Source: an optimization exercise on an open RTL-to-GDS flow (aim: small area, a short achievable clock period and few clock cycles). Production flows keep margins and buffers that such runs may drop. In this exercise RTL edits were held to simulation tests only and were not proved equivalent to the original.

==> design/flow/config.mk <==
export PLATFORM = sky130hd
export DESIGN_NAME = tfx
export DESIGN_NICKNAME = tfx
export VERILOG_FILES = /design/flow/design.v
export SDC_FILE = /design/flow/constraint.sdc
export NUM_CORES = 4
export LEC_CHECK = 0
export CAP_MARGIN = 20
export CORE_MARGIN = 2
export CORE_UTILIZATION = 40
export PLACE_DENSITY = 0.5
export SETUP_SLACK_MARGIN = 5
export SLEW_MARGIN = 20
==> design/flow/constraint.sdc <==
create_clock -name core_clock -period 20.0 [get_ports {clk}]
set_input_delay 4.0000 -clock core_clock [delete_from_list [all_inputs] [get_ports {clk}]]
set_output_delay 4.0000 -clock core_clock [all_outputs]
set_load 0.01 [all_outputs]
==> design/flow/design.v <==
module tfx #(
  parameter PREMUL_ROUND = 0           
) (
  input  wire        clk,
  input  wire        rst,              
  input  wire        req,
  input  wire        we,
  input  wire [3:0]  addr,             
  input  wire [31:0] wdata,
  output wire        ready,
  output reg  [31:0] rdata
);
  localparam [31:0] ID_VALUE = 32'h31584654;
  localparam [3:0] A_ID = 4'h0, A_STATUS = 4'h1, A_CMD = 4'h2, A_ORDER = 4'h3,
                   A_NREQ = 4'h4, A_WIDTH = 4'h5, A_HEIGHT = 4'h6, A_DIST = 4'h7,
                   A_COORD = 4'h8, A_FLO = 4'h9, A_FHI = 4'hA, A_QBYTE = 4'hB,
                   A_ABYTE = 4'hC, A_NATIVE = 4'hD;
  localparam [7:0] OP_NOP = 8'h00, OP_CLEAR = 8'h01, OP_SETN = 8'h02, OP_SETDIM = 8'h03,
                   OP_D2XY = 8'h04, OP_XY2D = 8'h05, OP_BOUNDS = 8'h06,
                   OP_QH = 8'h10, OP_QC = 8'h11, OP_QL = 8'h12, OP_QA = 8'h13,
                   OP_DQH = 8'h18, OP_DQC = 8'h19, OP_DQL = 8'h1A,
                   OP_PREMUL = 8'h20, OP_UNPREMUL = 8'h21, OP_NALPHA = 8'h22;
  localparam [3:0] E_NONE = 4'd0, E_ILLEGAL = 4'd1, E_ORDER = 4'd2, E_DIMS = 4'd3,
                   E_DIST = 4'd4, E_COORD = 4'd5;
  localparam [2:0] M_DIV = 3'd0, M_QH = 3'd1, M_SET = 3'd2, M_MOD = 3'd3, M_ZT = 3'd4, M_QH2 = 3'd5;
  localparam [1:0] S_QA = 2'd0, S_PM = 2'd1, S_QC = 2'd2, S_QH = 2'd3;
  reg [4:0]  olog;                     
  reg [31:0] nreq, width, height, dist_r, coord, native;
  reg [63:0] f;
  reg [7:0]  qbyte, abyte;
  reg [3:0]  err_last, err_first;
  reg        inb, nan_flag;
  reg        busy;
  reg [2:0]  mode;
  reg [6:0]  cnt;
  assign ready = ~busy;
  wire wr_acc = req & ~busy & we;
  function [4:0] lzc16(input [15:0] v);
    integer i;
    reg found;
    begin
      lzc16 = 5'd16;
      found = 1'b0;
      for (i = 15; i >= 0; i = i - 1)
        if (!found && v[i]) begin
          lzc16 = 5'(15 - i);
          found = 1'b1;
        end
    end
  endfunction
  function [3:0] msb16(input [15:0] v);
    integer i;
    begin
      msb16 = 4'd0;
      for (i = 0; i < 16; i = i + 1)
        if (v[i]) msb16 = i[3:0];
    end
  endfunction
  function [4:0] clog2_16(input [15:0] m);
    reg [15:0] t;
    begin
      if (m <= 16'd1) clog2_16 = 5'd0;
      else begin
        t = m - 16'd1;
        clog2_16 = {1'b0, msb16(t)} + 5'd1;
      end
    end
  endfunction
  function [18:0] ks19(input [18:0] a, input [18:0] b, input ci);
    reg [18:0] g, p, gg, pp, c;
    integer i, d;
    begin
      g = a & b;
      p = a ^ b;
      gg = g;
      pp = p;
      for (d = 1; d < 19; d = d * 2)
        for (i = 18; i >= d; i = i - 1) begin
          gg[i] = gg[i] | (pp[i] & gg[i-d]);
          pp[i] = pp[i] & pp[i-d];
        end
      c[0] = ci;
      for (i = 1; i < 19; i = i + 1)
        c[i] = gg[i-1] | (pp[i-1] & ci);
      ks19 = p ^ c;
    end
  endfunction
  function [25:0] ks26(input [25:0] a, input [25:0] b, input ci);
    reg [25:0] g, p, gg, pp, c;
    integer i, d;
    begin
      g = a & b;
      p = a ^ b;
      gg = g;
      pp = p;
      for (d = 1; d < 26; d = d * 2)
        for (i = 25; i >= d; i = i - 1) begin
          gg[i] = gg[i] | (pp[i] & gg[i-d]);
          pp[i] = pp[i] & pp[i-d];
        end
      c[0] = ci;
      for (i = 1; i < 26; i = i + 1)
        c[i] = gg[i-1] | (pp[i-1] & ci);
      ks26 = p ^ c;
    end
  endfunction
  function [49:0] inc50(input [49:0] v);
    reg [49:0] pp;
    integer i, d;
    begin
      pp = v;
      for (d = 1; d < 50; d = d * 2)
        for (i = 49; i >= d; i = i - 1)
          pp[i] = pp[i] & pp[i-d];
      inc50[0] = ~v[0];
      for (i = 1; i < 50; i = i + 1)
        inc50[i] = v[i] ^ pp[i-1];
    end
  endfunction
  wire [16:0] order = 17'd1 << olog;
  always @(*) begin
    case (addr)
      A_ID:     rdata = ID_VALUE;
      A_STATUS: rdata = {22'd0, nan_flag, inb, err_first, err_last};
      A_ORDER:  rdata = {15'd0, order};
      A_NREQ:   rdata = nreq;
      A_WIDTH:  rdata = width;
      A_HEIGHT: rdata = height;
      A_DIST:   rdata = dist_r;
      A_COORD:  rdata = coord;
      A_FLO:    rdata = f[31:0];
      A_FHI:    rdata = f[63:32];
      A_QBYTE:  rdata = {24'd0, qbyte};
      A_ABYTE:  rdata = {24'd0, abyte};
      A_NATIVE: rdata = native;
      default:  rdata = 32'd0;
    endcase
  end
  wire [7:0] c_op  = wdata[7:0];
  wire       c_rsv = (wdata[31:8] != 24'd0);
  wire [31:0] nreq_m1  = nreq - 32'd1;
  wire        setn_ok  = (nreq != 32'd0) && ((nreq & nreq_m1) == 32'd0) && (nreq[31:17] == 15'd0);
  reg  [4:0]  setn_log;
  integer si;
  always @(*) begin
    setn_log = 5'd0;
    for (si = 0; si < 17; si = si + 1)
      if (nreq[si]) setn_log = si[4:0];
  end
  wire        dim_bad  = (width[31:16] != 16'd0) || (height[31:16] != 16'd0);
  wire [4:0]  cl_w     = clog2_16(width[15:0]);
  wire [4:0]  cl_h     = clog2_16(height[15:0]);
  wire [4:0]  dim_log  = (cl_w > cl_h) ? cl_w : cl_h;
  wire        bounds_v = ((width[31:16] != 16'd0) || (coord[15:0] < width[15:0])) &&
                         ((height[31:16] != 16'd0) || (coord[31:16] < height[15:0]));
  wire [15:0] lvl_act;
  genvar gi;
  generate
    for (gi = 0; gi < 16; gi = gi + 1) begin : g_act
      assign lvl_act[gi] = (olog > gi);
    end
  endgenerate
  wire d2xy_bad = (olog < 5'd16) && ((dist_r >> {olog, 1'b0}) != 32'd0);
  reg [15:0] d_x, d_y;
  reg        d_sw, d_cm, d_rx, d_ry;
  integer di;
  always @(*) begin
    d_sw = 1'b0;
    d_cm = 1'b0;
    d_x  = 16'd0;
    d_y  = 16'd0;
    for (di = 15; di >= 0; di = di - 1) begin
      d_rx = dist_r[2*di+1];
      d_ry = dist_r[2*di] ^ d_rx;
      if (lvl_act[di]) begin
        d_x[di] = (d_sw ? d_ry : d_rx) ^ d_cm;
        d_y[di] = (d_sw ? d_rx : d_ry) ^ d_cm;
        d_sw = d_sw ^ ~d_ry;
        d_cm = d_cm ^ (~d_ry & d_rx);
      end
    end
  end
  wire xy2d_bad = (({1'b0, coord[15:0]} >> olog) != 17'd0) || (({1'b0, coord[31:16]} >> olog) != 17'd0);
  reg [31:0] x_d;
  reg        x_s, x_c, x_rx, x_ry;
  integer xi;
  always @(*) begin
    x_s = 1'b0;
    x_c = 1'b0;
    x_d = 32'd0;
    for (xi = 15; xi >= 0; xi = xi - 1) begin
      if (lvl_act[xi]) begin
        x_rx = (x_s ? coord[16+xi] : coord[xi]) ^ x_c;
        x_ry = (x_s ? coord[xi] : coord[16+xi]) ^ x_c;
        x_d[2*xi+1] = x_rx;
        x_d[2*xi]   = x_rx ^ x_ry;
        x_c = x_c ^ (~x_ry & x_rx);
        x_s = x_s ^ ~x_ry;
      end
    end
  end
  wire        f_sign = f[63];
  wire [10:0] f_bexp = f[62:52];
  wire [51:0] f_frac = f[51:0];
  wire        f_nan  = (f_bexp == 11'h7FF) && (f_frac != 52'd0);
  wire        f_inf  = (f_bexp == 11'h7FF) && (f_frac == 52'd0);
  wire        f_tiny = (f_bexp == 11'd0);
  wire signed [12:0] f_e = $signed({2'b00, f_bexp}) - 13'sd1023;
  wire        f_gt1  = (f_bexp > 11'd1023) || ((f_bexp == 11'd1023) && (f_frac != 52'd0));
  wire [15:0] n_na  = native[31:16];
  wire [15:0] n_nc  = native[15:0];
  wire [4:0]  na_lz = lzc16(n_na);
  wire [31:0] na_rr = {n_na, n_na} << na_lz[3:0];
  wire [15:0] na_r  = na_rr[31:16];                        
  wire [20:0] na_lo = {na_r, na_r[15:11]} + {20'd0, na_r[10]};
  wire [63:0] nalpha_f = (n_na == 16'd0)      ? 64'd0 :
                         (n_na == 16'hFFFF)   ? 64'h3FF0000000000000 :
                         {1'b0, 11'(11'd1022 - {6'd0, na_lz}), na_r[14:0], na_r, na_lo};
  localparam [255:0] dqc_f_0 = 256'h0000000000000000000000000000000000000000000000001818181838383838;
  localparam [255:0] dqc_f_1 = 256'h0ff00ff00ff00ff00000000000000000000000003c3c3c3c07f807f807f807f8;
  localparam [255:0] dqc_f_2 = 256'h0ffff0000ffff0000ff00ff00000000000003c3c03fc03fc0007fff80007fff8;
  localparam [255:0] dqc_f_3 = 256'h0ffffffff00000000ffff0000ff00000003c03fc0003fffc00000007fffffff8;
  localparam [255:0] dqc_f_4 = 256'h0fffffffffffffff0fffffff0fff0f000cfcfffcfffffffcfffffffffffffff8;
  localparam [255:0] dqc_f_5 = 256'h0ffffffffffffffff0000000f000f0f03303000300000003fffffffffffffff8;
  localparam [255:0] dqc_f_6 = 256'h5aaaaaaaaaaaaaaaffffffff0000000000000000ffffffff5555555555555552;
  localparam [255:0] dqc_f_7 = 256'h6cccccccccccccccaaaaaaaaffff00000000ffff555555553333333333333336;
  localparam [255:0] dqc_f_8 = 256'h70f0f0f0f0f0f0f0ccccccccaaaaff0000ff5555333333330f0f0f0f0f0f0f0e;
  localparam [255:0] dqc_f_9 = 256'h7f00ff00ff00ff00f0f0f0f0ccccaaf00f5533330f0f0f0f00ff00ff00ff00fe;
  localparam [255:0] dqc_f_10 = 256'h7fff0000ffff0000ff00ff00f0f0ccac35330f0f00ff00ff0000ffff0000fffe;
  localparam [255:0] dqc_f_11 = 256'h7fffffff00000000ffff0000ff00f0ca530f00ff0000ffff00000000fffffffe;
  localparam [255:0] dqc_f_12 = 256'h7ffffffffffffffffffffffffffffffffffffffffffffffffffffffffffffffe;
  localparam [255:0] dqc_f_13 = 256'h7fffffffffffffff00000000000000000000000000000000fffffffffffffffe;
  localparam [255:0] dqc_f_14 = 256'h2aaaaaaaaaaaaaaaffffffff0000000000000000ffffffff5555555555555554;
  localparam [255:0] dqc_f_15 = 256'h4cccccccccccccccaaaaaaaaffff00000000ffff555555553333333333333332;
  localparam [255:0] dqc_f_16 = 256'h70f0f0f0f0f0f0f0ccccccccaaaaff0000ff5555333333330f0f0f0f0f0f0f0e;
  localparam [255:0] dqc_f_17 = 256'h7f00ff00ff00ff00f0f0f0f0ccccaaf00f5533330f0f0f0f00ff00ff00ff00fe;
  localparam [255:0] dqc_f_18 = 256'h7fff0000ffff0000ff00ff00f0f0ccac35330f0f00ff00ff0000ffff0000fffe;
  localparam [255:0] dqc_f_19 = 256'h7fffffff00000000ffff0000ff00f0ca530f00ff0000ffff00000000fffffffe;
  localparam [255:0] dqc_f_20 = 256'h7ffffffffffffffffffffffffffffffffffffffffffffffffffffffffffffffe;
  localparam [255:0] dqc_f_21 = 256'h7fffffffffffffff00000000000000000000000000000000fffffffffffffffe;
  localparam [255:0] dqc_f_22 = 256'h2aaaaaaaaaaaaaaaffffffff0000000000000000ffffffff5555555555555554;
  localparam [255:0] dqc_f_23 = 256'h4cccccccccccccccaaaaaaaaffff00000000ffff555555553333333333333332;
  localparam [255:0] dqc_f_24 = 256'h70f0f0f0f0f0f0f0ccccccccaaaaff0000ff5555333333330f0f0f0f0f0f0f0e;
  localparam [255:0] dqc_f_25 = 256'h7f00ff00ff00ff00f0f0f0f0ccccaaf00f5533330f0f0f0f00ff00ff00ff00fe;
  localparam [255:0] dqc_f_26 = 256'h7fff0000ffff0000ff00ff00f0f0ccac35330f0f00ff00ff0000ffff0000fffe;
  localparam [255:0] dqc_f_27 = 256'h7fffffff00000000ffff0000ff00f0ca530f00ff0000ffff00000000fffffffe;
  localparam [255:0] dqc_f_28 = 256'h7ffffffffffffffffffffffffffffffffffffffffffffffffffffffffffffffe;
  localparam [255:0] dqc_f_29 = 256'h7fffffffffffffff00000000000000000000000000000000fffffffffffffffe;
  localparam [255:0] dqc_f_30 = 256'h2aaaaaaaaaaaaaaaffffffff0000000000000000ffffffff5555555555555554;
  localparam [255:0] dqc_f_31 = 256'h4cccccccccccccccaaaaaaaaffff00000000ffff555555553333333333333332;
  localparam [255:0] dqc_f_32 = 256'h70f0f0f0f0f0f0f0ccccccccaaaaff0000ff5555333333330f0f0f0f0f0f0f0e;
  localparam [255:0] dqc_f_33 = 256'h7f00ff00ff00ff00f0f0f0f0ccccaaf00f5533330f0f0f0f00ff00ff00ff00fe;
  localparam [255:0] dqc_f_34 = 256'h7fff0000ffff0000ff00ff00f0f0ccac35330f0f00ff00ff0000ffff0000fffe;
  localparam [255:0] dqc_f_35 = 256'h7fffffff00000000ffff0000ff00f0ca530f00ff0000ffff00000000fffffffe;
  localparam [255:0] dqc_f_36 = 256'h7ffffffffffffffffffffffffffffffffffffffffffffffffffffffffffffffe;
  localparam [255:0] dqc_f_37 = 256'h7fffffffffffffff00000000000000000000000000000000fffffffffffffffe;
  localparam [255:0] dqc_f_38 = 256'h2aaaaaaaaaaaaaaaffffffff0000000000000000ffffffff5555555555555554;
  localparam [255:0] dqc_f_39 = 256'h4cccccccccccccccaaaaaaaaffff00000000ffff555555553333333333333332;
  localparam [255:0] dqc_f_40 = 256'h70f0f0f0f0f0f0f0ccccccccaaaaff0000ff5555333333330f0f0f0f0f0f0f0e;
  localparam [255:0] dqc_f_41 = 256'h7f00ff00ff00ff00f0f0f0f0ccccaaf00f5533330f0f0f0f00ff00ff00ff00fe;
  localparam [255:0] dqc_f_42 = 256'h7fff0000ffff0000ff00ff00f0f0ccac35330f0f00ff00ff0000ffff0000fffe;
  localparam [255:0] dqc_f_43 = 256'h7fffffff00000000ffff0000ff00f0ca530f00ff0000ffff00000000fffffffe;
  localparam [255:0] dqc_f_44 = 256'h7ffffffffffffffffffffffffffffffffffffffffffffffffffffffffffffffe;
  localparam [255:0] dqc_f_45 = 256'h7fffffffffffffff00000000000000000000000000000000fffffffffffffffe;
  localparam [255:0] dqc_f_46 = 256'h2aaaaaaaaaaaaaaaffffffff0000000000000000ffffffff5555555555555554;
  localparam [255:0] dqc_f_47 = 256'h4cccccccccccccccaaaaaaaaffff00000000ffff555555553333333333333332;
  localparam [255:0] dqc_f_48 = 256'h70f0f0f0f0f0f0f0ccccccccaaaaff0000ff5555333333330f0f0f0f0f0f0f0e;
  localparam [255:0] dqc_f_49 = 256'h7f00ff00ff00ff00f0f0f0f0ccccaaf00f5533330f0f0f0f00ff00ff00ff00fe;
  localparam [255:0] dqc_f_50 = 256'h7fff0000ffff0000ff00ff00f0f0ccac35330f0f00ff00ff0000ffff0000fffe;
  localparam [255:0] dqc_f_51 = 256'h7fffffff00000000ffff0000ff00f0ca530f00ff0000ffff00000000fffffffe;
  localparam [255:0] dqc_f_52 = 256'h8000000000000000ffffffff0000ff0db0ff0000ffffffff0000000000000001;
  localparam [255:0] dqc_f_53 = 256'hffffffffffffffff000000000000fff18fff000000000000ffffffffffffffff;
  localparam [255:0] dqc_f_54 = 256'hffffffffffffffffffffffffffff00018000ffffffffffffffffffffffffffff;
  localparam [255:0] dqc_f_55 = 256'hfffffffffffffffffffffffffffffffe7fffffffffffffffffffffffffffffff;
  localparam [255:0] dqc_f_56 = 256'hffffffffffffffffffffffffffffffffffffffffffffffffffffffffffffffff;
  localparam [255:0] dqc_f_57 = 256'hffffffffffffffffffffffffffffffffffffffffffffffffffffffffffffffff;
  localparam [255:0] dqc_f_58 = 256'hffffffffffffffffffffffffffffffffffffffffffffffffffffffffffffffff;
  localparam [255:0] dqc_f_59 = 256'hffffffffffffffffffffffffffffffffffffffffffffffffffffffffffffffff;
  localparam [255:0] dqc_f_60 = 256'hffffffffffffffffffffffffffffffffffffffffffffffffffffffffffffffff;
  localparam [255:0] dqc_f_61 = 256'hffffffffffffffffffffffffffffffffffffffffffffffffffffffffffffffff;
  localparam [255:0] dqc_f_62 = 256'h0000000000000000000000000000000000000000000000000000000000000000;
  localparam [255:0] dqc_f_63 = 256'h00000000000000000000000000000000ffffffffffffffffffffffffffffffff;
  wire [63:0] dqc_f;
  assign dqc_f[0] = dqc_f_0[qbyte];
  assign dqc_f[1] = dqc_f_1[qbyte];
  assign dqc_f[2] = dqc_f_2[qbyte];
  assign dqc_f[3] = dqc_f_3[qbyte];
  assign dqc_f[4] = dqc_f_4[qbyte];
  assign dqc_f[5] = dqc_f_5[qbyte];
  assign dqc_f[6] = dqc_f_6[qbyte];
  assign dqc_f[7] = dqc_f_7[qbyte];
  assign dqc_f[8] = dqc_f_8[qbyte];
  assign dqc_f[9] = dqc_f_9[qbyte];
  assign dqc_f[10] = dqc_f_10[qbyte];
  assign dqc_f[11] = dqc_f_11[qbyte];
  assign dqc_f[12] = dqc_f_12[qbyte];
  assign dqc_f[13] = dqc_f_13[qbyte];
  assign dqc_f[14] = dqc_f_14[qbyte];
  assign dqc_f[15] = dqc_f_15[qbyte];
  assign dqc_f[16] = dqc_f_16[qbyte];
  assign dqc_f[17] = dqc_f_17[qbyte];
  assign dqc_f[18] = dqc_f_18[qbyte];
  assign dqc_f[19] = dqc_f_19[qbyte];
  assign dqc_f[20] = dqc_f_20[qbyte];
  assign dqc_f[21] = dqc_f_21[qbyte];
  assign dqc_f[22] = dqc_f_22[qbyte];
  assign dqc_f[23] = dqc_f_23[qbyte];
  assign dqc_f[24] = dqc_f_24[qbyte];
  assign dqc_f[25] = dqc_f_25[qbyte];
  assign dqc_f[26] = dqc_f_26[qbyte];
  assign dqc_f[27] = dqc_f_27[qbyte];
  assign dqc_f[28] = dqc_f_28[qbyte];
  assign dqc_f[29] = dqc_f_29[qbyte];
  assign dqc_f[30] = dqc_f_30[qbyte];
  assign dqc_f[31] = dqc_f_31[qbyte];
  assign dqc_f[32] = dqc_f_32[qbyte];
  assign dqc_f[33] = dqc_f_33[qbyte];
  assign dqc_f[34] = dqc_f_34[qbyte];
  assign dqc_f[35] = dqc_f_35[qbyte];
  assign dqc_f[36] = dqc_f_36[qbyte];
  assign dqc_f[37] = dqc_f_37[qbyte];
  assign dqc_f[38] = dqc_f_38[qbyte];
  assign dqc_f[39] = dqc_f_39[qbyte];
  assign dqc_f[40] = dqc_f_40[qbyte];
  assign dqc_f[41] = dqc_f_41[qbyte];
  assign dqc_f[42] = dqc_f_42[qbyte];
  assign dqc_f[43] = dqc_f_43[qbyte];
  assign dqc_f[44] = dqc_f_44[qbyte];
  assign dqc_f[45] = dqc_f_45[qbyte];
  assign dqc_f[46] = dqc_f_46[qbyte];
  assign dqc_f[47] = dqc_f_47[qbyte];
  assign dqc_f[48] = dqc_f_48[qbyte];
  assign dqc_f[49] = dqc_f_49[qbyte];
  assign dqc_f[50] = dqc_f_50[qbyte];
  assign dqc_f[51] = dqc_f_51[qbyte];
  assign dqc_f[52] = dqc_f_52[qbyte];
  assign dqc_f[53] = dqc_f_53[qbyte];
  assign dqc_f[54] = dqc_f_54[qbyte];
  assign dqc_f[55] = dqc_f_55[qbyte];
  assign dqc_f[56] = dqc_f_56[qbyte];
  assign dqc_f[57] = dqc_f_57[qbyte];
  assign dqc_f[58] = dqc_f_58[qbyte];
  assign dqc_f[59] = dqc_f_59[qbyte];
  assign dqc_f[60] = dqc_f_60[qbyte];
  assign dqc_f[61] = dqc_f_61[qbyte];
  assign dqc_f[62] = dqc_f_62[qbyte];
  assign dqc_f[63] = dqc_f_63[qbyte];
  localparam [255:0] dqh_dl_0 = 256'h500a002005500a0020380f701c00380fc0003c00043c60438060268908210116;
  localparam [255:0] dqh_dl_1 = 256'h000a000005000a0000080f000c00080f00003000003020030040040108210116;
  wire [1:0] dqh_dl;
  assign dqh_dl[0] = dqh_dl_0[qbyte];
  assign dqh_dl[1] = dqh_dl_1[qbyte];
  wire [14:0] dh_p   = {qbyte, 6'd0} + {1'b0, qbyte, 5'd0} + {3'd0, qbyte, 3'd0};   
  wire [8:0]  dh_s   = {2'b00, dh_p[14:8]} + {1'b0, dh_p[7:0]};
  wire        dh_w   = (dh_s >= 9'd255);
  wire [7:0]  dh_m   = dh_w ? 8'(dh_s - 9'd255) : dh_s[7:0];
  wire [8:0]  dh_i   = {1'b0, qbyte} + {2'b00, dh_p[14:8]} + {8'd0, dh_w};
  reg  [3:0]  dh_n;
  integer hi;
  always @(*) begin
    dh_n = 4'd0;
    for (hi = 0; hi < 9; hi = hi + 1)
      if (dh_i[hi]) dh_n = hi[3:0];
  end
  wire [3:0]  dh_sh  = 4'd8 - dh_n;
  wire [16:0] dh_top = {dh_i, dh_m} << dh_sh;
  wire [15:0] dh_mm  = {dh_m, dh_m} << dh_sh[2:0];
  wire [7:0]  dh_blk = dh_mm[15:8];                         
  wire [1:0]  dh_dl  = dqh_dl;
  wire [11:0] dh_lo  = {dh_blk, dh_blk[7:4]} + {{10{dh_dl[1]}}, dh_dl} + {11'd0, dh_blk[3]};
  wire [63:0] dqh_f  = (qbyte == 8'd0)   ? 64'd0 :
                       (qbyte == 8'hFF)  ? 64'h4076700000000000 :
                       {1'b0, 11'(11'd1023 + {7'd0, dh_n}), dh_top[15:8],
                        dh_blk, dh_blk, dh_blk, dh_blk, dh_lo};
  reg  [17:0] dv_r;                    
  reg  [15:0] dv_d;                    
  reg  signed [5:0] dv_e;              
  wire [31:0] nat_nx = (wr_acc && addr == A_NATIVE) ? wdata : native;
  wire [4:0]  px_la  = lzc16(nat_nx[31:16]);
  wire [4:0]  px_lc  = lzc16(nat_nx[15:0]);
  wire [15:0] px_d   = nat_nx[31:16] << px_la[3:0];
  wire [15:0] px_x   = nat_nx[15:0] << px_lc[3:0];
  wire        px_lt  = (px_x < px_d);
  wire [17:0] dv_pr  = {1'b0, px_lt ? {px_x, 1'b0} : {1'b0, px_x}};
  wire signed [5:0] dv_pe = $signed({1'b0, px_la}) - $signed({1'b0, px_lc}) - (px_lt ? 6'sd1 : 6'sd0);
  function [17:0] dv_step(input [17:0] r, input [15:0] d);
    reg [18:0] t;
    begin
      t = ks19({r, 1'b0}, r[17] ? {2'b00, d, 1'b0} : ~{2'b00, d, 1'b0}, ~r[17]);
      dv_step = t[17:0];
    end
  endfunction
  wire [17:0] dv_r1 = dv_step(dv_r,  dv_d);
  wire [17:0] dv_r2 = dv_step(dv_r1, dv_d);
  wire [17:0] dv_r3 = dv_step(dv_r2, dv_d);
  wire [17:0] dv_r4 = dv_step(dv_r3, dv_d);
  wire [3:0]  dv_q4 = {~dv_r1[17], ~dv_r2[17], ~dv_r3[17], ~dv_r4[17]};
  wire [17:0] dv_n2d = 18'd0 - {1'b0, dv_d, 1'b0};
  wire        pk_rz  = dv_r2[17] ? (dv_r2 != dv_n2d) : (dv_r2 != 18'd0);
  wire        pk_q52 = ~dv_r1[17];
  wire        pk_rnd = ~dv_r2[17] & (pk_rz | pk_q52);
  wire        pk_c   = pk_rnd & pk_q52;
  wire [49:0] pk_hi  = (pk_c && f[1:0] == 2'b11) ? inc50(f[51:2]) : f[51:2];
  wire [1:0]  pk_lo  = f[1:0] + {1'b0, pk_c};
  wire [10:0] pk_ex  = 11'(11'sd1023 + {{5{dv_e[5]}}, dv_e});
  wire [63:0] pk_f   = {1'b0, pk_ex, pk_hi[48:0], pk_lo, pk_q52 ^ pk_rnd};
  wire [17:0] m18    = {1'b1, f_frac[51:35]};
  wire        qh_cyc = busy && (mode == M_QH);
  wire [7:0]  mul_c  = qh_cyc ? 8'd17 : abyte;
  reg  [25:0] mul_s, mul_cy;
  reg  [25:0] pp0, pp1, pp2, pp3, pp4, pp5, pp6, pp7;
  reg  [25:0] s1a, c1a, s1b, c1b, s2a, c2a, s2b, c2b, s3, c3;
  always @(*) begin
    pp0 = mul_c[0] ? {8'd0, m18}       : 26'd0;
    pp1 = mul_c[1] ? {7'd0, m18, 1'b0} : 26'd0;
    pp2 = mul_c[2] ? {6'd0, m18, 2'd0} : 26'd0;
    pp3 = mul_c[3] ? {5'd0, m18, 3'd0} : 26'd0;
    pp4 = mul_c[4] ? {4'd0, m18, 4'd0} : 26'd0;
    pp5 = mul_c[5] ? {3'd0, m18, 5'd0} : 26'd0;
    pp6 = mul_c[6] ? {2'd0, m18, 6'd0} : 26'd0;
    pp7 = mul_c[7] ? {1'd0, m18, 7'd0} : 26'd0;
    s1a = pp0 ^ pp1 ^ pp2;  c1a = ((pp0 & pp1) | (pp0 & pp2) | (pp1 & pp2)) << 1;
    s1b = pp3 ^ pp4 ^ pp5;  c1b = ((pp3 & pp4) | (pp3 & pp5) | (pp4 & pp5)) << 1;
    s2a = s1a ^ c1a ^ s1b;  c2a = ((s1a & c1a) | (s1a & s1b) | (c1a & s1b)) << 1;
    s2b = c1b ^ pp6 ^ pp7;  c2b = ((c1b & pp6) | (c1b & pp7) | (pp6 & pp7)) << 1;
    s3  = s2a ^ c2a ^ s2b;  c3  = ((s2a & c2a) | (s2a & s2b) | (c2a & s2b)) << 1;
    mul_s  = s3 ^ c3 ^ c2b;
    mul_cy = ((s3 & c3) | (s3 & c2b) | (c3 & c2b)) << 1;
  end
  wire [25:0] mul_p  = ks26(mul_s, mul_cy, 1'b0);
  wire [12:0] sh_r13 = 13'(13'sd8 - f_e);
  wire [4:0]  sh_r   = (sh_r13 > 13'd18) ? 5'd18 : sh_r13[4:0];
  wire [33:0] sh_q34 = {mul_p, 8'd0} >> sh_r;
  wire [30:0] sh_q   = sh_q34[30:0];
  wire        sh_ovf = (sh_q34[33:31] != 3'd0);
  wire [12:0] fx_r13 = 13'd0 - f_e;
  wire [3:0]  fx_r   = (fx_r13 > 13'd10) ? 4'd10 : fx_r13[3:0];
  wire [17:0] fx     = m18 >> fx_r;
  wire [25:0] q255   = ks26({fx, 8'd0}, ~{8'd0, fx}, 1'b1);
  wire        pm_sat  = sh_ovf || (sh_q[30:25] != 6'd0) || (sh_q[24:17] == 8'hFF) ||
                        (sh_q[24:17] == 8'hFE && sh_q[16]);
  wire [7:0]  pm_b    = pm_sat ? 8'hFF : (sh_q[24:17] + {7'd0, sh_q[16]});
  wire        pm_amb  = !pm_sat && !sh_q[16] && (sh_q[15:9] == 7'h7F);
  wire        qa_sat  = (q255[25] != 1'b0) || (q255[24:17] == 8'hFF) ||
                        (q255[24:17] == 8'hFE && q255[16]);
  wire [7:0]  qa_b    = qa_sat ? 8'hFF : (q255[24:17] + {7'd0, q255[16]});
  wire        qa_amb  = !qa_sat && !q255[16] && (q255[15:10] == 6'h3F);
  wire [24:0] qc_w    = f_sign ? {1'b0, ~q255[24:1]} : {1'b1, q255[24:1]};
  wire [7:0]  qc_b0   = qc_w[24:17];
  wire        qc_top  = (qc_w[16:9] == 8'hFF) && (qc_b0 != 8'hFF);
  wire        qc_bot  = (qc_w[16:9] == 8'h00) && (qc_b0 != 8'h00);
  wire [7:0]  qc_k    = qc_bot ? (qc_b0 - 8'd1) : qc_b0;
  wire [11:0] qh_yh   = sh_q[30:19] + 12'd3;
  wire [27:0] qh_y    = {qh_yh, sh_q[18:3]};
  wire [10:0] qh_i1   = sh_ovf ? 11'h7FF : qh_y[27:17];
  wire [10:0] qh_i    = dv_r[17:7];
  wire [6:0]  qh_fr   = dv_r[6:0];
  wire        qh_big  = (qh_i >= 11'd768);
  wire [9:0]  qh_i10  = qh_i[9:0];
  wire [7:0]  qh_q3   = 8'(qh_i10 / 10'd3);
  wire [1:0]  qh_r3   = 2'(qh_i10 % 10'd3);
  wire        qh_top  = !qh_big && (qh_r3 == 2'd2) && (qh_fr == 7'h7F) && (qh_q3 != 8'd255);
  wire        qh_bot  = !qh_big && (qh_r3 == 2'd0) && (qh_fr == 7'h00) && (qh_q3 != 8'd0);
  wire [7:0]  qh_b    = qh_big ? 8'hFF : qh_bot ? (qh_q3 - 8'd1) : qh_q3;
  reg [1:0]  sop;
  reg [4:0]  sl_e;                     
  reg        sl_s6;                    
  reg signed [13:0] zacc;
  reg        sc_car, sc_g, sc_st, sq, rbq, sl_sig;
  wire [2:0]  sl_off  = (sop == S_QH) ? (sl_s6 ? 3'd6 : 3'd5) : (sop == S_QC) ? 3'd0 : 3'd2;
  wire [7:0]  st_u    = {1'b0, cnt} + {{3{sl_e[4]}}, sl_e};
  wire [6:0]  st_t    = cnt - {4'd0, sl_off};
  wire        st_pre  = (cnt < {4'd0, sl_off});
  wire        st_rot  = !st_pre && (st_t < 7'd64);
  wire        st_m    = st_pre ? 1'b0 : (st_t < 7'd52) ? f[0] : (st_t == 7'd52);
  wire [7:0]  st_c    = (sop == S_PM) ? abyte : (sop == S_QH) ? 8'd17 : 8'd255;
  wire [8:0]  st_k2p1 = {qbyte, 1'b1};
  wire signed [13:0] st_k1 = (sop == S_QH) ? -$signed({3'b000, st_k2p1, 1'b0} + {4'b0000, st_k2p1})
                                           : -$signed({5'b00000, st_k2p1});
  wire signed [13:0] st_k2 = (sop == S_QH) ? 14'sd3 : 14'sd1;
  wire        sc_mm   = sl_sig ? ~st_m : st_m;
  wire        sc_ep   = (st_u == 8'd52);
  wire        sc_bit  = sc_mm ^ sc_ep ^ sc_car;
  wire        sc_carn = (sc_mm & sc_ep) | (sc_mm & sc_car) | (sc_ep & sc_car);
  wire [1:0]  st_b    = (sop == S_QC) ? ({1'b0, sq} + {1'b0, rbq}) : {1'b0, st_m};
  wire signed [13:0] st_s1 = (st_b == 2'd0) ? 14'sd0 :
                             (st_b == 2'd1) ? $signed({6'd0, st_c}) : $signed({5'd0, st_c, 1'b0});
  wire [7:0]  st_p1   = (sop == S_QH) ? (sl_s6 ? 8'd60 : 8'd59) : 8'd53;
  wire [7:0]  st_p2   = (sop == S_QH) ? 8'({st_j[6], st_j} + (sl_s6 ? 8'd8 : 8'd7)) : 8'({st_j[6], st_j} + 8'd1);
  wire signed [13:0] st_s2 = (st_u == st_p1) ? st_k1 : (st_u == st_p2) ? st_k2 : 14'sd0;
  wire [7:0]  st_ug   = sl_sig ? 8'hFF : 8'h00;
  wire signed [7:0] st_ud = $signed(st_u) - $signed(st_ug);      
  wire signed [13:0] st_sum = zacc + st_s1 + st_s2;
  wire signed [13:0] st_nx  = st_sum >>> 1;
  wire [5:0]  a45     = zacc[5:0];
  wire [5:0]  pw45    = zacc[11:6];
  wire        m45_m   = (cnt < 7'd52) ? f[0] : (cnt == 7'd52);
  wire [6:0]  m45_s   = {1'b0, a45} + (m45_m ? {1'b0, pw45} : 7'd0);
  wire [5:0]  m45_a   = (m45_s >= 7'd45) ? 6'(m45_s - 7'd45) : m45_s[5:0];
  wire [6:0]  m45_p2  = {pw45, 1'b0};
  wire [5:0]  m45_p   = (m45_p2 >= 7'd45) ? 6'(m45_p2 - 7'd45) : m45_p2[5:0];
  wire signed [6:0] m45_rr = (m45_a >= 6'd23) ? ($signed({1'b0, m45_a}) - 7'sd45) : $signed({1'b0, m45_a});
  wire signed [13:0] m45_k0 = -($signed({{7{m45_rr[6]}}, m45_rr}) * 14'sd17);
  reg [6:0] st_j;
  integer ji;
  always @(*) begin
    st_j = 7'h7E;
    for (ji = 0; ji < 8; ji = ji + 1)
      if (qbyte[ji]) st_j = ji[6:0];
  end
  wire [6:0]  e7      = f_e[6:0];
  wire        qh_s5   = (f_frac[51:44] >= 8'h68);         
  task automatic fail(input [3:0] e);
    begin
      err_last <= e;
      if (err_first == E_NONE) err_first <= e;
    end
  endtask
  task automatic slow_start(input [1:0] so, input [7:0] k);
    begin
      sop   <= so;
      qbyte <= k;
      busy  <= 1'b1;
      mode  <= M_SET;
    end
  endtask
  always @(posedge clk) begin
    if (rst) begin
      olog      <= 5'd0;
      nreq      <= 32'd1;
      width     <= 32'd0;
      height    <= 32'd0;
      dist_r    <= 32'd0;
      coord     <= 32'd0;
      f         <= 64'd0;
      qbyte     <= 8'd0;
      abyte     <= 8'd0;
      native    <= 32'd0;
      err_last  <= 4'd0;
      err_first <= 4'd0;
      inb       <= 1'b0;
      nan_flag  <= 1'b0;
      busy      <= 1'b0;
      mode      <= M_DIV;
      cnt       <= 7'd0;
    end else if (!busy) begin
      dv_r <= dv_pr;
      dv_d <= px_d;
      dv_e <= dv_pe;
      mode <= M_DIV;
      if (wr_acc) begin
        case (addr)
          A_NREQ:   nreq   <= wdata;
          A_WIDTH:  width  <= wdata;
          A_HEIGHT: height <= wdata;
          A_DIST:   dist_r <= wdata;
          A_COORD:  coord  <= wdata;
          A_FLO:    f[31:0]  <= wdata;
          A_FHI:    f[63:32] <= wdata;
          A_QBYTE:  qbyte  <= wdata[7:0];
          A_ABYTE:  abyte  <= wdata[7:0];
          A_NATIVE: native <= wdata;
          A_CMD: begin
            if (c_rsv) begin
              fail(E_ILLEGAL);
            end else begin
              err_last <= E_NONE;
              case (c_op)
                OP_NOP: ;
                OP_CLEAR: begin
                  err_first <= E_NONE;
                  nan_flag  <= 1'b0;
                end
                OP_SETN:
                  if (setn_ok) olog <= setn_log;
                  else         fail(E_ORDER);
                OP_SETDIM:
                  if (dim_bad) fail(E_DIMS);
                  else         olog <= dim_log;
                OP_BOUNDS: inb <= bounds_v;
                OP_D2XY:
                  if (d2xy_bad) fail(E_DIST);
                  else          coord <= {d_y, d_x};
                OP_XY2D:
                  if (xy2d_bad) fail(E_COORD);
                  else          dist_r <= x_d;
                OP_NALPHA: f <= nalpha_f;
                OP_DQH:    f <= dqh_f;
                OP_DQC, OP_DQL: f <= dqc_f;
                OP_UNPREMUL:
                  if (n_na == 16'd0 || n_nc == 16'd0) f <= 64'd0;
                  else if (n_nc >= n_na)             f <= 64'h3FF0000000000000;
                  else begin
                    dv_r  <= dv_r4;
                    f     <= {f[59:0], dv_q4};
                    busy  <= 1'b1;
                    cnt   <= 7'd0;
                  end
                OP_QA:
                  if (f_nan) begin qbyte <= 8'd0; nan_flag <= 1'b1; end
                  else if (f_sign || f_tiny) qbyte <= 8'd0;
                  else if (f_inf || f_e > 13'sd0) qbyte <= 8'hFF;
                  else if (f_e < -13'sd10) qbyte <= 8'd0;
                  else if (qa_amb) slow_start(S_QA, qa_b);
                  else qbyte <= qa_b;
                OP_PREMUL:
                  if (f_nan || (f_inf && abyte == 8'd0)) begin qbyte <= 8'd0; nan_flag <= 1'b1; end
                  else if (f_sign || f_tiny || abyte == 8'd0) qbyte <= 8'd0;
                  else if (f_inf || f_e > 13'sd7) qbyte <= 8'hFF;
                  else if (f_e < -13'sd10) qbyte <= 8'd0;
                  else if (pm_amb) slow_start(S_PM, pm_b);
                  else qbyte <= pm_b;
                OP_QC, OP_QL:
                  if (f_nan) begin qbyte <= 8'd0; nan_flag <= 1'b1; end
                  else if (f_gt1 || f_bexp == 11'd1023) qbyte <= f_sign ? 8'd0 : 8'hFF;
                  else if (f_tiny) qbyte <= 8'd128;
                  else if (f_e < -13'sd7)
                    qbyte <= (!f_sign || f_e < -13'sd54 || (f_e == -13'sd54 && f_frac == 52'd0)) ? 8'd128 : 8'd127;
                  else if (qc_top || qc_bot) slow_start(S_QC, qc_k);
                  else qbyte <= qc_b0;
                OP_QH:
                  if (f_nan) begin qbyte <= 8'd0; nan_flag <= 1'b1; end
                  else if (f_sign || f_tiny) qbyte <= 8'd0;
                  else if (f_inf || f_e > 13'sd8) qbyte <= 8'hFF;
                  else if (f_e < -13'sd1) qbyte <= 8'd0;
                  else begin
                    busy <= 1'b1;
                    mode <= M_QH;
                  end
                default: fail(E_ILLEGAL);
              endcase
            end
          end
          default: ;
        endcase
      end
    end else begin
      if (mode != M_DIV || cnt == 7'd12) begin
        dv_r <= dv_pr;
        dv_d <= px_d;
        dv_e <= dv_pe;
      end
      case (mode)
        M_DIV: begin
          cnt  <= cnt + 7'd1;
          if (cnt == 7'd12) begin
            f    <= pk_f;
            busy <= 1'b0;
          end else begin
            dv_r <= dv_r4;
            f    <= {f[59:0], dv_q4};
          end
        end
        M_QH: begin
          dv_r <= {qh_i1, qh_y[16:10]};
          mode <= M_QH2;
        end
        M_QH2: begin
          if (qh_top || qh_bot) slow_start(S_QH, qh_b);
          else begin
            qbyte <= qh_b;
            busy  <= 1'b0;
          end
        end
        M_SET: begin
          cnt    <= 7'd0;
          zacc   <= 14'sd0;
          sc_car <= f_sign;
          sl_sig <= f_sign;
          sc_g   <= 1'b0;
          sc_st  <= 1'b0;
          sq     <= 1'b0;
          rbq    <= 1'b0;
          sl_e   <= e7[4:0];
          sl_s6  <= !qh_s5;
          if (sop == S_QH) begin
            mode <= M_MOD;
            zacc <= {2'b00, qh_s5 ? 6'd32 : 6'd19, 6'd0};
          end else begin
            mode <= M_ZT;
          end
        end
        M_MOD: begin
          f    <= {f[0], f[63:1]};
          zacc <= {2'b00, m45_p, m45_a};
          cnt  <= cnt + 7'd1;
          if (cnt == 7'd63) begin
            zacc <= m45_k0;
            cnt  <= 7'd0;
            mode <= M_ZT;
          end
        end
        default: begin    
          if (st_rot) f <= {f[0], f[63:1]};
          zacc   <= st_nx;
          sc_car <= sc_carn;
          sq     <= (st_ud >= 8'sd0) ? sc_bit : 1'b0;
          rbq    <= (st_ud == 8'sd0) ? (sc_g & (sc_st | sc_bit)) : 1'b0;
          if (st_ud == -8'sd1) sc_g <= sc_bit;
          if (st_ud <  -8'sd1) sc_st <= sc_st | sc_bit;
          cnt <= cnt + 7'd1;
          if (cnt == 7'd71) begin
            if (!st_nx[13]) qbyte <= qbyte + 8'd1;
            busy <= 1'b0;
          end
        end
      endcase
    end
  end
endmodule
==> design/flow/flow/run.sh <==
#!/bin/bash
set -euo pipefail
bash standard.sh SETUP_SLACK_MARGIN=10 TNS_END_PERCENT=100 finish > orfs_make.log 2>&1
==> design/flow/standard.sh <==
#!/bin/bash
# synth_recipe.tcl (not shown) runs the flow's synth.tcl, then flattens the netlist and writes it again
# the make line also repeats each setting of config.mk as NAME=value (left out here)
make -C /OpenROAD-flow-scripts/flow DESIGN_CONFIG=/design/flow/config.mk WORK_HOME=/design/flow/orfs CLKGATE_MAP_FILE= SYNTH_SCRIPT=/design/flow/synth_recipe.tcl "${@:-finish}"
==> results_dict.tcl, run 1 <==
set metrics [dict create \
    slowest_stage "edfxtp_1" \
    relSlewSlack_pct 6.10 \
    period_share_pct 53.3 \
    hold_viol_final 0 \
    grtUsageTotal_pct 38.4 \
    slew_viol_final 0 \
    rows 133 \
    ios 73 \
    synth_edf_count 68 \
    hold_path_end "width[27]" \
    grt-ovfl-total 0 \
    viasPerCell 6.40 \
    clock-root-buffer "clkbuf_16" \
    dr.max_layer_used "met5" \
    rr_worst_depth 60 \
    dieArea_sq_um 135000 \
    grt_max_degree 120 \
    synth_top_area_cell "dfxtp_1" \
    synthToLayoutAreaGrowth_pct 16.8 \
    wl_per_cell_microns 29.1 \
    cts_hold_buf 0 \
    wl_met2_microns 113000 \
    grt_pass1_wl_microns 388000 \
    max_stage_delay_ns 0.46 \
    grt_pass1_vias 54800 \
    synthArstFlopShare_pct 0 \
    utilization_pct 47.0 \
    clk_latency_ns 0.71 \
    globalplace.congestion 1.03 \
    htree_levels 2 \
    synth_cell_types 128 \
    worst_slew_pin_slew_ns 1.39 \
    synth_top_area_share_pct 11.2 \
    yosysSeqAreaShare_pct 15.1 \
    period_minus_slack_ns 10.66 \
    core_area_sq_um 131000 \
    fp.dieH_microns 368 \
    required_ns 20.59 \
    initial_core_util_pct 40.3 \
    syn_inst 7466 \
    synth_warnings 1 \
    critPathMaxFanout 4 \
    detail_route.iter0.violations 7708 \
    synthTopCellsByArea "dfxtp_1, ha_1, a21oi_1" \
    synth_most_common_cell "nand2_1" \
    hp-start "width[27]" \
    r2r_slack_ns 9.34 \
    finalWirelength_microns 271000 \
    crit_top_cell "o21ai_2" \
    tns_ns 0 \
    worstSetupPathType "reg2reg" \
    synth_ff_type "dfxtp_1" \
    dpl.hpwl_microns 200000 \
    min_path_cells 2 \
    io_buffers 72 \
    num_vias 59500 \
    rsz0062_at_grt "yes" \
    cp-end-kind "flop" \
    finClkSkew_ns 0.0582 \
    clkTransAtPathRegs_ns 0.06 \
    die_x_microns 368 \
    wl_met3_microns 26400 \
    syn-num-nets 8012 \
    tritoncts "built" \
    route.detailed.drc 0 \
    ant_nets 0 \
    start_kind "flop" \
    max_cap_viol_count 0 \
    ys_seq_elements 365 \
    drt_first_pass_iters 6 \
    avgSynthCellArea_sq_um 7.08 \
    yosys-top-cells-count "nand2_1, a21oi_1, nor2_1" \
    antenna_found_initial 20 \
    clockBufferDepth 3 \
    r2r_end "f[46]" \
    status "complete, no violations" \
    cts.sinks 365 \
    fmax_ghz 0.0938 \
    synth_area_sq_um 52900 \
    finalSetupViolations 0 \
    min_path_type "reg2reg" \
    worstPathArrival_ns 11.25 \
    cts_buffers 51 \
    drive_gt1_share_pct 13.9 \
    r2r_start "dv_d[0]" \
    met1_length_microns 111000 \
    layout.nets 8031 \
]
-- layout make-up --
type | instances | area (sq um)
diodes | 9 | 22.5
clock buffers | 77 | 1540
clock inverters | 17 | 234
fillers | 13400 | 69600
inverters | 425 | 1620
multi-input cells | 6147 | 43700
flip-flops and latches | 365 | 8010
well taps | 1755 | 2200
repair buffers | 495 | 4470
-- layer usage --
metal / GRT usage [%] / vias up
met5: 0 / -
met4: 23.6 / 14
met3: 8.85 / 738
met2: 57.4 / 3106
met1: 49.9 / 28700
li1: - / 26900
-- timing repair --
item                       CTS  global route
gates cloned                 4             2
resized for setup          409           227
setup endpoints to repair  121           108
pin swaps                  175           135
hold endpoints to repair     0             0
setup buffers              146            75
-- flip-flops by register name, indices dropped and copies added (netlist names), 7 cells and up --
| name | cells |
|---|---|
| coord | 32 |
| qbyte | 8 |
| dv_r | 18 |
| abyte | 8 |
| dist_r | 32 |
| height | 32 |
| zacc | 14 |
| dv_d | 16 |
| cnt | 7 |
| native | 32 |
| nreq | 32 |
| width | 32 |
| f | 64 |
-- worst max-delay path by stage --
stage	slack [ns]	startpoint	end	cells after the start
after global routing	8.91	dv_d[0]	f[48]	61
final	9.34	dv_d[0]	f[46]	60
after global placement	7.78	addr[1]	dv_e[5]	33
after detailed placement	7.73	addr[0]	dv_e[5]	33
after floorplan	9.74	dv_r[17]	dv_r[16]	55
after CTS	9.57	dv_d[0]	f[51]	62
-- layout by cell type (no fill, tap or decap), types with 79 or more instances in the layout --
| cell type | n |
|---|---|
| o211ai_1 | 110 |
| nor2b_1 | 97 |
| dfxtp_1 | 285 |
| nand3_1 | 210 |
| a21o_1 | 97 |
| inv_1 | 408 |
| o21ai_0 | 371 |
| and3_1 | 117 |
| mux2i_1 | 154 |
| nor3_1 | 168 |
| xor2_1 | 143 |
| nand2_1 | 871 |
| xnor2_1 | 295 |
| buf_6 | 79 |
| a211oi_1 | 104 |
| nor2_1 | 683 |
| buf_4 | 319 |
| nand2b_1 | 89 |
| ha_1 | 365 |
| a21oi_1 | 672 |
| fa_1 | 127 |
-- through the flow --
stage               cells  cell area (sq um)  hold slack, ns  setup slack, ns
floorplan            7466              53100           0.435             9.74
detailed placement   8959              55500           0.461             7.73
CTS                  9203              60100           0.471             9.57
global route         9281              61700           0.491             8.91
global placement     8957              55500           0.461             7.78
finish               9290              61700           0.476             9.34
-- worst max-delay path: cells and delay by family, from the launching register on --
kind,cells,cell delay [ns]
DFF,1,0.46
buffers and inverters,2,0.26
adders and majority gates,4,1.01
xor gates and xnor gates,4,0.59
and+or+nand+nor,22,3.91
AOI/OAI and AO/OA,28,4.35
-- logic make-up after synthesis --
family / share of synthesized area (%)
DFF: 15.1
xor gates and xnor gates: 7.77
AOI/OAI and AO/OA: 27.0
adders and majority gates: 13.9
and+or+nand+nor: 24.1
buffers and inverters: 6.96
muxes: 5.15
Testbench counts, summed over its fixed seeds: cycles 26,744.
==> run 2, diff against run 1 <==
--- a/design/flow/config.mk
+++ b/design/flow/config.mk
@@ -7,2 +7,3 @@
 export LEC_CHECK = 0
+export ABC_AREA = 1
 export CAP_MARGIN = 20
==> results_dict.tcl, run 2 <==
set metrics [dict create \
    status "complete, no violations" \
    fp.dieH_microns 363 \
    hold_viol_final 0 \
    grt_pass1_wl_microns 399000 \
    cp-endpoint "rdata[3]" \
    top_register "f" \
    min_path_type "reg2reg" \
    dpl.hpwl_microns 218000 \
    finalSetupViolations 0 \
    required_ns 16.00 \
    clockBufferDepth 3 \
    tritoncts "built" \
    synth_top_area_share_pct 11.5 \
    clk_latency_ns 0.69 \
    stdcell_area_sq_um 59500 \
    relSlewSlack_pct 19.9 \
    yosys-top-cells-count "nand2_1, inv_1, nor2_1" \
    grtUsageTotal_pct 41.0 \
    period_minus_slack_ns 9.98 \
    ys_seq_elements 365 \
    finClkSkew_ns 0.0565 \
    detail_route.iter0.violations 7491 \
    die_x_microns 363 \
    route.detailed.drc 0 \
    syn-num-nets 8788 \
    r2r_end "f[0]" \
    dieArea_sq_um 132000 \
    finalWirelength_microns 282000 \
    synth_warnings 1 \
    max_cap_viol_count 0 \
    crit_start "addr[1]" \
    wl_per_cell_microns 27.9 \
    ios 73 \
    slew_viol_final 0 \
    final_cell_mix "nand2_1, inv_1, nor2_1" \
    syn_inst 8242 \
    synthArstFlopShare_pct 0 \
    avgSynthCellArea_sq_um 6.25 \
    worstSetupPathType "in2out" \
    synth_area_sq_um 51500 \
    cp-end-kind "output pin" \
    initial_core_util_pct 40.3 \
    synthTopCellsByArea "dfxtp_1, nand2_1, ha_1" \
    largest_reg_flops 64 \
    critPathMaxFanout 27 \
    antenna_found_initial 24 \
    layout.nets 8929 \
    viasPerCell 6.18 \
    tns_ns 0 \
    io_buffers 72 \
    synth_edf_count 68 \
    r2r_start "dv_r[17]" \
    fillers 13600 \
    grt-ovfl-total 0 \
    cts_buffers 51 \
    multiInputGateArea_sq_um 39400 \
    core_area_sq_um 128000 \
    htree_levels 2 \
    rr_worst_depth 72 \
    worstPathArrival_ns 5.98 \
    synth_most_common_cell "nand2_1" \
    r2r_slack_ns 10.18 \
    synth_ff_type "dfxtp_1" \
    clkTransAtPathRegs_ns 0.06 \
    drive_gt1_share_pct 11.0 \
    worst_slew_pin_slew_ns 1.19 \
    grt_pass1_vias 57000 \
    cts_hold_buf 0 \
    fmax_ghz 0.100 \
    num_vias 62500 \
    hp-start "f[62]" \
    regArea_sq_um 8000 \
    synthToLayoutAreaGrowth_pct 15.5 \
    clock-root-buffer "clkbuf_16" \
    period_share_pct 49.9 \
    yosysSeqAreaShare_pct 15.5 \
    final_common_cell "nand2_1" \
    grt_max_degree 90 \
    rsz0062_at_grt "yes" \
    globalplace.congestion 1.07 \
    rows 131 \
    start_kind "input pin" \
    ant_nets 0 \
    place_area_sq_um 54100 \
    timing.hold.ws_ns 0.467 \
    synth_cell_types 76 \
    cts.sinks 365 \
    drt_first_pass_iters 10 \
    synth_top_area_cell "dfxtp_1" \
]
## run 2: cell types whose count changed in the layout (fill, tap and decap cells not counted), moves of 75 or more
cell | previous run | this run
a21o_1 | 97 | 12
and3_1 | 117 | 5
inv_1 | 408 | 1178
mux2i_1 | 154 | 24
nand2_1 | 871 | 1427
nand2b_1 | 89 | 0
nand3_1 | 210 | 384
nor2_1 | 683 | 758
nor2b_1 | 97 | 0
o21ai_0 | 371 | 726
xnor2_1 | 295 | 61
xor2_1 | 143 | 312
## run 2: cells by family (layout without fill, tap and decap cells)
kind of cell / after synthesis / count (layout) / share of synthesized area, %
buffers and inverters: 1580 / 1752 / 11.6
other: 0 / 16 / 0
adder cells (fa/ha/maj): 506 / 506 / 14.2
AND/OR/NAND/NOR: 3189 / 3198 / 26.6
flip-flops: 365 / 365 / 15.5
AO/OA/AOI/OAI: 2193 / 2193 / 25.0
XOR/XNOR: 385 / 385 / 6.55
multiplexers: 24 / 24 / 0.467
## run 2: final cells by class
type | instances | share of cell area [%]
clock inverter | 23 | 0.364
clock buffer | 70 | 2.45
timing repair inverter | 6 | 0.0673
tap | 1662 | 3.50
multi-input combinational | 6306 | 66.3
timing repair buffer | 386 | 5.54
inverter | 1267 | 8.26
antenna | 16 | 0.0673
sequential | 365 | 13.5
## run 2: routing by layer
layer,vias to the layer above,GRT usage (%),routed length [microns]
met1,29600,52.2,112000
met2,3613,61.5,117000
met5,-,0,92
met3,888,10.3,31000
li1,28300,-,-
met4,14,26.4,21900
## run 2: worst max-delay path, stage by stage
cell and delay, ns:
clkdlybuf4s15_2 0.26, nor2_4 0.08, inv_2 0.09, nor2_4 0.05, buf_12 0.15, buf_4 0.17, clkinv_16 0.10, o22ai_1 0.08
a221oi_1 0.39, nand3_2 0.28, clkdlybuf4s15_1 0.31
## run 2: how the worst min path moves through the flow
stage                     cells past startpoint        to  slack, ns
after global placement                        2     f[62]       0.45
after global routing                          2     f[62]       0.49
after detailed placement                      2     f[62]       0.46
after CTS                                     2     f[62]       0.47
final                                         2     f[62]       0.47
after floorplan                               2  nan_flag       0.43
## run 2: repair_timing
item                                    4_1_cts  5_1_grt
buffers inserted                             86       96
pin swaps                                    43      110
endpoints found under the setup margin      123       96
cloned                                        9       11
gates resized for setup                     341      277
## run 2: metrics by stage
| step | cells | util (%) | setup WS [ns] |
|---|---|---|---|
| floorplan | 8242 | - | 10.02 |
| global placement | 9790 | 42.4 | 6.22 |
| detailed placement | 9790 | 42.4 | 6.08 |
| CTS | 9978 | 45.2 | 9.96 |
| global route | 10100 | 46.5 | 9.63 |
| finish | 10100 | 46.6 | 10.02 |
==> run 3, diff against run 2 <==
==> design/flow/flow/run.sh (replaced) <==
#!/bin/bash
set -euo pipefail
bash standard.sh SETUP_SLACK_MARGIN=11 TNS_END_PERCENT=100 finish > orfs_make.log 2>&1
--- a/design/flow/config.mk
+++ b/design/flow/config.mk
@@ -7,3 +7,2 @@
 export LEC_CHECK = 0
-export ABC_AREA = 1
 export CAP_MARGIN = 20
==> results_dict.tcl, run 3 <==
set metrics [dict create \
    io_buffers 72 \
    dpl.hpwl_microns 191000 \
    crit_top_cell "buf_4" \
    synthTopCellsByArea "dfxtp_1, ha_1, a21oi_1" \
    synth_cell_types 128 \
    crit_family "simple AND/OR/NAND/NOR gates" \
    syn-num-nets 8012 \
    finalSetupViolations 0 \
    top_register "f" \
    worstSetupPathType "reg2reg" \
    route.detailed.drc 0 \
    tritoncts "built" \
    worstPathArrival_ns 11.36 \
    syn_inst 7466 \
    hold_path_end "width[29]" \
    synth_top_area_share_pct 11.2 \
    yosys-top-cells-count "nand2_1, a21oi_1, nor2_1" \
    worst_slew_pin_slew_ns 1.35 \
    ios 73 \
    status "complete, no violations" \
    die_x_microns 368 \
    detail_route.iter0.violations 7525 \
    fmax_ghz 0.0931 \
    period_share_pct 53.7 \
    synthArstFlopShare_pct 0 \
    drt_first_pass_iters 7 \
    hold_viol_final 0 \
    rsz0062_at_grt "yes" \
    r2r_end "f[32]" \
    grt_pass1_wl_microns 388000 \
    grt-ovfl-total 0 \
    finClkSkew_ns 0.0634 \
    largest_reg_flops 64 \
    globalplace.congestion 1.02 \
    synthToLayoutAreaGrowth_pct 26.2 \
    ys_seq_elements 365 \
    synth_most_common_cell "nand2_1" \
    hp-start "width[29]" \
    synth_warnings 1 \
    clk_latency_ns 0.69 \
    avgSynthCellArea_sq_um 7.08 \
    slew_viol_final 0 \
    grt_pass1_vias 56500 \
    initial_core_util_pct 40.3 \
    final_common_cell "nand2_1" \
    fp.dieH_microns 368 \
    r2r_start "dv_d[0]" \
    rows 133 \
    synth_ff_type "dfxtp_1" \
    antenna_found_initial 13 \
    clkTransAtPathRegs_ns 0.07 \
    num_vias 61300 \
    wl_per_cell_microns 28.4 \
    cts.sinks 365 \
    start_kind "flop" \
    relSlewSlack_pct 9.21 \
    yosysSeqAreaShare_pct 15.1 \
    clock-root-buffer "clkbuf_16" \
    critPathMaxFanout 3 \
    synth_top_area_cell "dfxtp_1" \
    max_stage_delay_ns 0.49 \
    viasPerCell 6.39 \
    min_path_type "reg2reg" \
    synth_area_sq_um 52900 \
    final_cell_mix "nand2_1, nor2_1, a21oi_1" \
    r2r_slack_ns 9.26 \
    min_path_cells 2 \
    layout.nets 8326 \
    clockBufferDepth 3 \
    cts_buffers 51 \
    ant_nets 0 \
    slowest_stage "edfxtp_1" \
    synth_edf_count 68 \
    required_ns 20.62 \
    dieArea_sq_um 135000 \
    grtUsageTotal_pct 38.1 \
    max_cap_viol_count 0 \
    grt_max_degree 79 \
    period_minus_slack_ns 10.74 \
    rr_worst_depth 65 \
    drive_gt1_share_pct 20.9 \
    tns_ns 0 \
    htree_levels 2 \
    core_area_sq_um 131000 \
    cp-end-kind "flop" \
    finalWirelength_microns 272000 \
    cp_num_buf_inv 20 \
]
==> run 3: metrics by stage <==
step / cell area, sq um / utilization (%) / setup WS [ns] / std cells / hold slack, ns
2_1_floorplan: 54000 / - / 9.75 / 7466 / 0.435
3_3_place_gp: 55800 / 42.5 / 7.90 / 8934 / 0.460
3_5_place_dp: 55800 / 42.5 / 7.67 / 8934 / 0.462
4_1_cts: 63200 / 48.1 / 9.42 / 9389 / 0.471
5_1_grt: 66700 / 50.8 / 8.81 / 9579 / 0.490
6_report: 66700 / 50.8 / 9.26 / 9584 / 0.470
==> run 3: kinds of logic after synthesis <==
kind of cell | share of synthesized area (%)
AND/OR/NAND/NOR | 24.1
AO/OA/AOI/OAI | 27.0
buffers and inverters | 6.96
adder cells (fa/ha/maj) | 13.9
XOR/XNOR | 7.77
flip-flops | 15.1
multiplexers | 5.15
==> run 3: final cells by class <==
class,count,area (sq um)
Antenna cell,6,15.0
Clock buffer,68,1440
Clock inverter,28,442
Fill cell,12900,64600
Inverter,425,1650
Multi-Input combinational cell,6147,45400
Sequential cell,365,8030
Tap cell,1755,2200
Timing Repair Buffer,790,7560
==> run 3: how the worst max path moves through the flow <==
stage                     to  slack, ns  depth (start not counted)  startpoint
floorplan           dv_r[16]       9.75                         55    dv_r[17]
global placement     dv_e[5]       7.90                         32          we
detailed placement     f[11]       7.67                         45    qbyte[5]
CTS                    f[14]       9.42                         62     dv_d[0]
global route           f[10]       8.81                         61     dv_d[0]
finish                 f[32]       9.26                         65     dv_d[0]
==> run 3: worst reg2reg max path, delay by kind of cell, from the launching register on <==
family	cells	cell delay, ns
AO/OA/AOI/OAI	19	2.74
XOR/XNOR	2	0.38
buffers and inverters	20	2.43
adder cells (fa/ha/maj)	4	0.95
AND/OR/NAND/NOR	20	3.73
flip-flops	1	0.49
==> run 3: routing by layer <==
layer | global-route usage [%] | part of all wire [%] | up-vias
met5 | 0 | 0.032 | -
met4 | 25.1 | 7.9 | 12
met3 | 8.17 | 10 | 934
met2 | 56.9 | 42 | 3395
met1 | 49.3 | 40 | 29400
li1 | - | - | 27500
==> run 3: repair_timing <==
item | in CTS | in global routing
setup buffers | 336 | 183
resized for setup | 674 | 460
cloned | 23 | 5
pin swaps | 266 | 303
endpoints found under the setup margin | 129 | 124
hold buffers | 0 | 0
==> run 4, diff against run 3 <==
--- a/design/flow/config.mk
+++ b/design/flow/config.mk
@@ -7,2 +7,3 @@
 export LEC_CHECK = 0
+export ABC_AREA = 1
 export CAP_MARGIN = 20
==> results_dict.tcl, run 4 <==
set metrics [dict create \
    die_x_microns 363 \
    rr_worst_depth 72 \
    wl_met2_microns 122000 \
    rows 131 \
    worst_slew_pin_slew_ns 1.19 \
    required_ns 16.00 \
    grt-ovfl-total 0 \
    tritoncts "built" \
    crit_start "addr[0]" \
    clk_latency_ns 0.70 \
    initial_core_util_pct 40.3 \
    cts_buffers 51 \
    finClkSkew_ns 0.0452 \
    dpl.hpwl_microns 222000 \
    wl_met3_microns 35800 \
    min_path_cells 2 \
    slew_viol_final 0 \
    clockBufferDepth 3 \
    post_synth_xor_area_fraction_pct 6.55 \
    drt_first_pass_iters 10 \
    drive_gt1_share_pct 20.5 \
    synth_fa_ha_area_share_pct 14.2 \
    clkTransAtPathRegs_ns 0.06 \
    synth_compound_area_share_pct 25.0 \
    yosysSeqAreaShare_pct 15.5 \
    viasPerCell 6.23 \
    relSlewSlack_pct 20.2 \
    antenna_found_initial 16 \
    syn_inst 8242 \
    synth_top_family_by_area "simple AND/OR/NAND/NOR gates" \
    clock-root-buffer "clkbuf_16" \
    cp_num_buf_inv 8 \
    crit_top_cell "buf_12" \
    grtUsageTotal_pct 43.1 \
    layout.nets 9328 \
    period_minus_slack_ns 9.74 \
    synth_top_area_share_pct 11.5 \
    critPathMaxFanout 4 \
    crit_family "buffers and inverters" \
    htree_levels 2 \
    finalSetupViolations 0 \
    r2r_slack_ns 10.31 \
    route.detailed.drc 0 \
    ios 73 \
    largest_reg_flops 64 \
    tns_ns 0 \
    cts_hold_buf 0 \
    dr.max_layer_used "met5" \
    status "complete, no violations" \
    fmax_ghz 0.103 \
    synth_area_sq_um 51500 \
    wl_per_cell_microns 28.5 \
    grt_pass1_wl_microns 417000 \
    ys_seq_elements 365 \
    max_cap_viol_count 0 \
    rsz0062_at_grt "yes" \
    syn-num-nets 8788 \
    detail_route.iter0.violations 8925 \
    synth_edf_count 68 \
    io_buffers 72 \
    finalWirelength_microns 299000 \
    fp.dieH_microns 363 \
    synthArstFlopShare_pct 0 \
    min_path_type "reg2reg" \
    met1_length_microns 116000 \
    synth_simple_gate_area_share_pct 26.6 \
    r2r_start "dv_d[0]" \
    yosys-top-cells-count "nand2_1, inv_1, nor2_1" \
    synth_warnings 1 \
    avgSynthCellArea_sq_um 6.25 \
    synth_most_common_cell "nand2_1" \
    grt_pass1_vias 59700 \
    dieArea_sq_um 132000 \
    r2r_end "f[0]" \
    grt_max_degree 167 \
    hold_path_end "f[62]" \
    synthTopCellsByArea "dfxtp_1, nand2_1, ha_1" \
    ant_nets 0 \
    synth_ff_type "dfxtp_1" \
    hold_viol_final 0 \
    worstPathArrival_ns 5.74 \
    core_area_sq_um 128000 \
    synth_cell_types 76 \
    worstPathCellList "buf_12, inv_12, nor2_4, inv_4, nor2_4, buf_12, buf_12, buf_12, buf_6, a221oi_4, nand4_1, buf_2" \
    synthMuxAreaShare_pct 0.467 \
    synthToLayoutAreaGrowth_pct 29.6 \
    hp-start "f[62]" \
    final_common_cell "nand2_1" \
    max_stage_delay_ns 0.33 \
    synth_top_area_cell "dfxtp_1" \
    cp-end-kind "output pin" \
    top_register "f" \
    num_vias 65300 \
    worstSetupPathType "in2out" \
    period_share_pct 48.7 \
    slowest_stage "nand4_1" \
    start_kind "input pin" \
    globalplace.congestion 1.12 \
    final_cell_mix "nand2_1, inv_1, nor2_1" \
    cts.sinks 365 \
]
## run 4: worst max path at each step
stage,endpoint,slack (ns),depth (start not counted)
after floorplan,f[0],10.63,80
after global placement,dv_e[5],7.44,40
after detailed placement,dv_e[5],7.30,40
after CTS,rdata[24],10.38,12
after global routing,f[0],9.87,73
final,rdata[1],10.26,12
## run 4: repair_timing
action / in CTS / in global routing
resized for setup: 843 / 675
pin swaps: 237 / 347
setup buffers: 371 / 188
cloned: 33 / 12
endpoints found under the setup margin: 133 / 117
## run 4: per-layer routing
layer	GRT usage, %	vias up
met3	12.5	1068
li1	-	29100
met4	27.8	18
met2	63.4	4018
met5	0	-
met1	54.7	31100
## run 4: cell families (layout without fill, tap and decap cells)
family | after synthesis | in the layout
AOI/OAI and AO/OA | 2193 | 2193
other | 0 | 8
and+or+nand+nor | 3189 | 3204
buffers and inverters | 1580 | 2142
adders and majority gates | 506 | 506
muxes | 24 | 24
xor gates and xnor gates | 385 | 385
DFF | 365 | 365
## run 4: area by class of cell
type	instances	area, sq um
Clock buffer	68	1430
Multi-Input combinational cell	6312	42700
Tap cell	1662	2080
Sequential cell	365	8030
Timing Repair inverter	17	206
Inverter	1267	5030
Fill cell	12900	61000
Timing Repair Buffer	768	7000
Clock inverter	22	210
Antenna cell	8	20.0
## run 4: through the flow
stage	hold WS (ns)	area [sq um]	setup slack (ns)	std cells	utilization, %
CTS	0.466	62200	10.38	10300	48.7
finish	0.471	66700	10.26	10500	52.2
global route	0.482	66700	9.87	10500	52.2
global placement	0.459	54400	7.44	9786	42.6
detailed placement	0.456	54400	7.30	9786	42.6
floorplan	0.430	51900	10.63	8242	-
## run 4: worst register-to-register path, delay by kind of cell, from the launching register on
| kind | cells | cell delay (ns) |
|---|---|---|
| simple gates | 30 | 2.77 |
| xor+xnor | 5 | 1.24 |
| buf+inv | 20 | 2.23 |
| fa+ha+maj | 4 | 1.13 |
| compound gates | 13 | 1.71 |
| flops | 1 | 0.55 |

[static timing again, ports no longer ideal]
In the flow no input, the clock included, has a driving cell. The finished layouts below were timed again as built, in two steps.
Step 1: set_driving_cell puts a clkbuf_16 on clk and a buf_2 on each other input, an assumption about the parent block.
Step 2 also shifts input and output timing later by t, the mid clock arrival at the registers, as if the neighbouring blocks saw the same clock.
Three values: ideal, step 1, step 2; two values: the first two.
run	shift t [ns]	slack for setup (ns)	worst setup path at the end	latest minus earliest clock arrival (ns)	worst data-port slew with drivers (ns)
run 1	0.758	9.340 / 9.340 / 9.340	register to register	0.065 / 0.065	0.05
run 2	0.757	10.022 / 9.998 / 9.667	input to register	0.077 / 0.076	0.13
run 3	0.740	9.262 / 9.262 / 9.262	register to register	0.066 / 0.065	0.08
run 4	0.752	10.259 / 10.209 / 9.763	input to register	0.045 / 0.045	0.09
After both steps every run listed still meets setup and hold. For run 4, which loses most, drivers alone change the setup slack by -0.050 ns; drivers and shift together by -0.496 ns.
